Context: an optimization exercise on an open-source flow, tuned for small area and a short achievable clock period. The choices shown serve that exercise and are no tape-out recipe.
Function was checked by simulation only, so behaviour that the tests miss may differ from the original.

==> inputs of v37 <==
==> flow/design.v (excerpt) <==
module crtp_link (
    input  wire         clk,
    input  wire         rst,
    input  wire         rx_valid,
    input  wire [7:0]   rx_data,
    output wire         pkt_valid,
    input  wire         pkt_ready,
    output wire [7:0]   pkt_header,
    output wire [4:0]   pkt_size,
    output wire [239:0] pkt_data,
    input  wire         tx_valid,
    output wire         tx_ready,
    input  wire [7:0]   tx_header,
    input  wire [4:0]   tx_size,
    input  wire [239:0] tx_data,
    output wire         txo_valid,
    input  wire         txo_ready,
    output wire [7:0]   txo_data
);
==> module crtp_link, before the edit <==
module crtp_link (
    input  wire         clk,
    input  wire         rst,
    input  wire         rx_valid,
    input  wire [7:0]   rx_data,
    output wire         pkt_valid,
    input  wire         pkt_ready,
    output wire [7:0]   pkt_header,
    output wire [4:0]   pkt_size,
    output wire [239:0] pkt_data,
    input  wire         tx_valid,
    output wire         tx_ready,
    input  wire [7:0]   tx_header,
    input  wire [4:0]   tx_size,
    input  wire [239:0] tx_data,
    output wire         txo_valid,
    input  wire         txo_ready,
    output wire [7:0]   txo_data
);
    reg         st_first, st_second, st_header, st_size, st_data, st_csum;
    reg [9:0]   idle_cnt;
    reg [4:0]   index;
    reg [7:0]   acc_s, acc_k;        
    reg [7:0]   w_hdr;               
    reg [4:0]   w_size;
    reg [239:0] w_data;
    wire [7:0] c = rx_data;
    wire idle_full = (idle_cnt == 10'd999);
    wire timeout   = !rx_valid && idle_full;
    wire [8:0] acc_sum   = {1'b0, acc_s} + {1'b0, acc_k};
    wire [8:0] acc_sum1  = acc_sum - 9'd255;
    wire [8:0] acc_sum2  = acc_sum - 9'd510;
    wire [7:0] acc_canon = (acc_sum >= 9'd510) ? acc_sum2[7:0] :
                           (acc_sum >= 9'd255) ? acc_sum1[7:0] : acc_sum[7:0];
    wire csum_ok   = (c == acc_canon);
    wire last_data = (index + 5'd1 == w_size);
    always @(posedge clk) begin
        if (rst || rx_valid)
            idle_cnt <= 10'd0;
        else if (!idle_full)
            idle_cnt <= idle_cnt + 10'd1;
    end
    always @(posedge clk) begin
        if (rst || timeout) begin
            st_first  <= 1'b1;
            st_second <= 1'b0;
            st_header <= 1'b0;
            st_size   <= 1'b0;
            st_data   <= 1'b0;
            st_csum   <= 1'b0;
        end else if (rx_valid) begin
            st_first  <= (st_first && c != 8'hAA) || (st_second && c != 8'hAA) ||
                         (st_size && c > 8'd30) || st_csum;
            st_second <= st_first && c == 8'hAA;
            st_header <= st_second && c == 8'hAA;
            st_size   <= st_header;
            st_data   <= (st_size && c != 8'd0 && c <= 8'd30) || (st_data && !last_data);
            st_csum   <= (st_size && c == 8'd0) || (st_data && last_data);
        end
    end
    always @(posedge clk) begin
        if (st_size)
            index <= 5'd0;
        else if (st_data && rx_valid)
            index <= index + 5'd1;
    end
    always @(posedge clk) begin
        if (st_header) begin
            acc_s <= c;
            acc_k <= 8'd0;
        end else if (rx_valid && (st_size || st_data)) begin
            acc_s <= acc_s ^ acc_k ^ c;
            acc_k <= {(acc_s[6:0] & acc_k[6:0]) | (acc_s[6:0] & c[6:0]) | (acc_k[6:0] & c[6:0]),
                      (acc_s[7] & acc_k[7]) | (acc_s[7] & c[7]) | (acc_k[7] & c[7])};
        end
    end
    integer i;
    always @(posedge clk) begin
        if (st_header) w_hdr  <= c;
        if (st_size)   w_size <= c[4:0];
        for (i = 0; i < 30; i = i + 1)
            if (index == i) w_data[8*i +: 8] <= c;
    end
    reg [1:0]   count;
    reg [7:0]   h_hdr,  s_hdr;
    reg [4:0]   h_size, s_size;
    reg [239:0] h_data, s_data;
    wire full = count[1];
    wire push = rx_valid && st_csum && csum_ok && !full;
    wire pop  = (count != 2'd0) && pkt_ready;
    always @(posedge clk) begin
        if (rst)
            count <= 2'd0;
        else
            count <= count + {1'b0, push} - {1'b0, pop};
    end
    always @(posedge clk) begin
        if (count == 2'd0 || pkt_ready) begin
            h_hdr  <= full ? s_hdr  : w_hdr;
            h_size <= full ? s_size : w_size;
            h_data <= full ? s_data : w_data;
        end
    end
    always @(posedge clk) begin
        if (!full) begin
            s_hdr  <= w_hdr;
            s_size <= w_size;
            s_data <= w_data;
        end
    end
    assign pkt_valid  = (count != 2'd0);
    assign pkt_header = h_hdr;
    assign pkt_size   = h_size;
    assign pkt_data   = h_data;
    reg         busy;
    reg [5:0]   pos;             
    reg [7:0]   t_hdr;
    reg [4:0]   t_size;
    reg [239:0] t_data;
    reg [7:0]   t_acc;
    reg [7:0]   t_byte;          
    wire [8:0] t_sum  = {1'b0, t_acc} + {1'b0, t_byte};
    wire [8:0] t_sum1 = t_sum - 9'd255;
    wire [7:0] t_fold = (t_sum >= 9'd255) ? t_sum1[7:0] : t_sum[7:0];
    wire [5:0] last = {1'b0, t_size} + 6'd4;
    wire [5:0] dpos = pos - 6'd3;    
    reg [7:0] nb;                    
    integer j;
    always @(*) begin
        nb = 8'h00;
        if (pos == 6'd0)                     nb = 8'hAA;
        else if (pos == 6'd1)                nb = t_hdr;
        else if (pos == 6'd2)                nb = {3'b000, t_size};
        else if (pos == last - 6'd1)         nb = t_fold;
        else begin
            for (j = 0; j < 30; j = j + 1)
                if (dpos == j) nb = t_data[8*j +: 8];
        end
    end
    always @(posedge clk) begin
        if (rst)
            busy <= 1'b0;
        else if (!busy)
            busy <= tx_valid;
        else if (txo_ready && pos == last)
            busy <= 1'b0;
    end
    always @(posedge clk) begin
        if (!busy) begin
            t_hdr  <= tx_header;
            t_size <= tx_size;
            t_data <= tx_data;
            pos    <= 6'd0;
            t_acc  <= 8'd0;
            t_byte <= 8'hAA;
        end else if (txo_ready) begin
            pos    <= pos + 6'd1;
            t_byte <= nb;
            if (pos >= 6'd2) t_acc <= t_fold;
        end
    end
    assign tx_ready  = !busy;
    assign txo_valid = busy;
    assign txo_data  = t_byte;
endmodule
Settings: LEC_CHECK=0, CAP_MARGIN=20, CORE_MARGIN=2, CORE_UTILIZATION=40, PLACE_DENSITY=0.6, SLEW_MARGIN=20; clock period 8.0 ns.
run.sh (not shown) runs the stock make flow with config.mk's settings and CLKGATE_MAP_FILE= SYNTH_SCRIPT=/design/flow/synth_recipe.tcl, a recipe that flattens the netlist after the stock synthesis.
==> v18: changes against v37 <==
--- a/flow/design.v
+++ b/flow/design.v
@@ -19,5 +19,5 @@
 );
     reg         st_first, st_second, st_header, st_size, st_data, st_csum;
-    reg [9:0]   idle_cnt;
+    reg [9:0]   idle_lfsr;           
     reg [4:0]   index;
     reg [7:0]   acc_s, acc_k;        
@@ -26,18 +26,18 @@
     reg [239:0] w_data;
     wire [7:0] c = rx_data;
-    wire idle_full = (idle_cnt == 10'd999);
+    wire idle_full = (idle_lfsr == 10'h3D6);
     wire timeout   = !rx_valid && idle_full;
-    wire [8:0] acc_sum   = {1'b0, acc_s} + {1'b0, acc_k};
-    wire [8:0] acc_sum1  = acc_sum - 9'd255;
-    wire [8:0] acc_sum2  = acc_sum - 9'd510;
-    wire [7:0] acc_canon = (acc_sum >= 9'd510) ? acc_sum2[7:0] :
-                           (acc_sum >= 9'd255) ? acc_sum1[7:0] : acc_sum[7:0];
-    wire csum_ok   = (c == acc_canon);
+    wire [7:0] nc = ~c;
+    wire [7:0] x  = acc_s ^ acc_k ^ nc;
+    wire [7:0] mj = (acc_s & acc_k) | (acc_s & nc) | (acc_k & nc);
+    wire [7:0] m  = {mj[6:0], mj[7]};
+    wire csum_ok  = (c != 8'hFF) &&
+                    ((x == ~m) || (x == 8'h00 && m == 8'h00) || (x == 8'hFF && m == 8'hFF));
     wire last_data = (index + 5'd1 == w_size);
     always @(posedge clk) begin
         if (rst || rx_valid)
-            idle_cnt <= 10'd0;
+            idle_lfsr <= 10'h001;
         else if (!idle_full)
-            idle_cnt <= idle_cnt + 10'd1;
+            idle_lfsr <= {idle_lfsr[8:0], idle_lfsr[9] ^ idle_lfsr[6]};
     end
     always @(posedge clk) begin
@@ -82,19 +82,20 @@
             if (index == i) w_data[8*i +: 8] <= c;
     end
-    reg [1:0]   count;
+    reg         pv, full;
     reg [7:0]   h_hdr,  s_hdr;
     reg [4:0]   h_size, s_size;
     reg [239:0] h_data, s_data;
-    wire full = count[1];
     wire push = rx_valid && st_csum && csum_ok && !full;
-    wire pop  = (count != 2'd0) && pkt_ready;
     always @(posedge clk) begin
-        if (rst)
-            count <= 2'd0;
-        else
-            count <= count + {1'b0, push} - {1'b0, pop};
+        if (rst) begin
+            pv   <= 1'b0;
+            full <= 1'b0;
+        end else begin
+            pv   <= push || (pv && (full || !pkt_ready));
+            full <= full ? !pkt_ready : (pv && push && !pkt_ready);
+        end
     end
     always @(posedge clk) begin
-        if (count == 2'd0 || pkt_ready) begin
+        if (!pv || pkt_ready) begin
             h_hdr  <= full ? s_hdr  : w_hdr;
             h_size <= full ? s_size : w_size;
@@ -109,10 +110,14 @@
         end
     end
-    assign pkt_valid  = (count != 2'd0);
+    assign pkt_valid  = pv;
     assign pkt_header = h_hdr;
     assign pkt_size   = h_size;
     assign pkt_data   = h_data;
-    reg         busy;
-    reg [5:0]   pos;             
+    reg         busy;            
+    reg         idle;            
+    reg         ld;              
+    reg [5:0]   q;               
+    reg         f_csum;          
+    reg         f_last;          
     reg [7:0]   t_hdr;
     reg [4:0]   t_size;
@@ -123,42 +128,62 @@
     wire [8:0] t_sum1 = t_sum - 9'd255;
     wire [7:0] t_fold = (t_sum >= 9'd255) ? t_sum1[7:0] : t_sum[7:0];
-    wire [5:0] last = {1'b0, t_size} + 6'd4;
-    wire [5:0] dpos = pos - 6'd3;    
-    reg [7:0] nb;                    
-    integer j;
+    wire [255:0] t_pad = {16'h0000, t_data};
+    wire [3:0] lo = 4'b0001 << q[1:0];
+    wire [7:0] hi = 8'b00000001 << q[4:2];
+    reg  [63:0]  grp;
+    reg  [7:0]   nb_data;
+    integer j, l;
     always @(*) begin
-        nb = 8'h00;
-        if (pos == 6'd0)                     nb = 8'hAA;
-        else if (pos == 6'd1)                nb = t_hdr;
-        else if (pos == 6'd2)                nb = {3'b000, t_size};
-        else if (pos == last - 6'd1)         nb = t_fold;
-        else begin
-            for (j = 0; j < 30; j = j + 1)
-                if (dpos == j) nb = t_data[8*j +: 8];
+        nb_data = 8'h00;
+        for (j = 0; j < 8; j = j + 1) begin
+            grp[8*j +: 8] = 8'h00;
+            for (l = 0; l < 4; l = l + 1)
+                grp[8*j +: 8] = grp[8*j +: 8] | (t_pad[32*j + 8*l +: 8] & {8{lo[l]}});
+            nb_data = nb_data | (grp[8*j +: 8] & {8{hi[j]}});
+        end
+    end
+    wire [7:0] nb = (q == 6'd61) ? 8'hAA :
+                    (q == 6'd62) ? t_hdr :
+                    (q == 6'd63) ? {3'b000, t_size} :
+                    f_csum       ? t_fold : nb_data;
+    wire done = txo_ready && f_last;
+    always @(posedge clk) begin
+        if (rst) begin
+            busy <= 1'b0;
+            idle <= 1'b1;
+            ld   <= 1'b1;
+        end else if (idle) begin
+            busy <= tx_valid;
+            idle <= !tx_valid;
+            ld   <= !tx_valid;
+        end else begin
+            busy <= !done;
+            idle <= done;
+            ld   <= txo_ready ? (f_last || f_csum) : f_last;
         end
     end
     always @(posedge clk) begin
-        if (rst)
-            busy <= 1'b0;
-        else if (!busy)
-            busy <= tx_valid;
-        else if (txo_ready && pos == last)
-            busy <= 1'b0;
-    end
-    always @(posedge clk) begin
-        if (!busy) begin
+        if (ld) begin
             t_hdr  <= tx_header;
             t_size <= tx_size;
             t_data <= tx_data;
-            pos    <= 6'd0;
+        end
+    end
+    always @(posedge clk) begin
+        if (idle) begin
+            q      <= 6'd61;
+            f_csum <= 1'b0;
+            f_last <= 1'b0;
             t_acc  <= 8'd0;
             t_byte <= 8'hAA;
         end else if (txo_ready) begin
-            pos    <= pos + 6'd1;
+            q      <= q + 6'd1;
+            f_csum <= (q + 6'd1 == {1'b0, t_size});
+            f_last <= f_csum;
             t_byte <= nb;
-            if (pos >= 6'd2) t_acc <= t_fold;
+            if (q != 6'd61 && q != 6'd62) t_acc <= t_fold;
         end
     end
-    assign tx_ready  = !busy;
+    assign tx_ready  = idle;
     assign txo_valid = busy;
     assign txo_data  = t_byte;
==> flow/flow/run.sh (new file) <==
#!/bin/bash
set -euo pipefail
bash standard.sh "BUFFER_PORTS_ARGS=-buffer_cell sky130_fd_sc_hd__buf_1" finish > flow.log 2>&1
==> flow/standard.sh (new file) <==
#!/bin/bash
# synth_recipe.tcl (not shown) runs the flow's synth.tcl, then flattens the netlist and writes it again
# the make line also repeats each setting of config.mk as NAME=value (left out here)
make -C /OpenROAD-flow-scripts/flow DESIGN_CONFIG=/design/flow/config.mk WORK_HOME=/design/flow/orfs CLKGATE_MAP_FILE= SYNTH_SCRIPT=/design/flow/synth_recipe.tcl "${@:-finish}"
Settings changed: ABC_CLOCK_PERIOD_IN_PS from default to 2500, CTS_CLUSTER_DIAMETER from default to 100, CTS_CLUSTER_SIZE from default to 25, SETUP_SLACK_MARGIN from default to 5.0.
removed: flow/run.sh
==> summary.txt <==
	v37	v18
Endpoint of the worst-slack reg-to-reg timing path	count[1]$_SDFF_PP0_	t_acc[2]$_SDFFE_PP0P_
Number of antenna violations at the first check in global routing	8	0
Minimum period implied by the final worst setup slack	4.948 ns	2.917 ns
Number of placed instances, taps included	4,161	3,648
Largest net degree at the start of global routing	169	186
Final setup margin	3.052 ns	5.083 ns
Status	timing/DRC/antenna clean	timing/DRC/antenna clean
Classification of the worst setup path	flip-flop to flip-flop	flip-flop to output pin
Share of synthesized area occupied by flip-flops and latches	74.90%	79.81%
Via count of the first global-routing pass	23,430	19,200
Non-clk buf share	11.07%	5.876%
Overall via count from detail_route	22,800	18,740
Post-CTS sizing	0	36
Worst slew pin tran	1.081 ns	1.082 ns
GRT Util Overall	19.98%	17.10%
Top metal layer carrying routed signals	met5	met4
Area growth from synthesis to final layout	26.79%	14.60%

re-timing with driven ports:
Ports are ideal in the flow. The routed layouts listed here were re-timed in OpenROAD. Step 1 sets driving cells, clkbuf_16 on the clock port and buf_2 on the other inputs (assumed; they add their load-dependent delay and slew). Step 2 moves the port delays by t, midway between the first and last clock arrival at a register: inputs arrive t later, outputs are due t later. That takes back most of the time a late clock gives input paths. a / b / c = ideal ports / drivers / drivers and shift; a / b = the first two.
run | t (ns) | slack for setup (ns) | latest minus earliest clock arrival (ns) | slew at the worst register clock pin (ns) | pins driven straight from the clock port
v37 | 0.744 | 3.052 / 3.052 / 3.007 | 0.036 / 0.036 | 0.07 / 0.07 | 1
v18 | 0.694 | 5.083 / 5.023 / 4.369 | 0.023 / 0.024 | 0.10 / 0.10 | 1
After both steps setup and hold are still met in every run listed. For v18, which loses most, drivers alone change the setup slack by -0.060 ns; drivers and shift together by -0.714 ns.
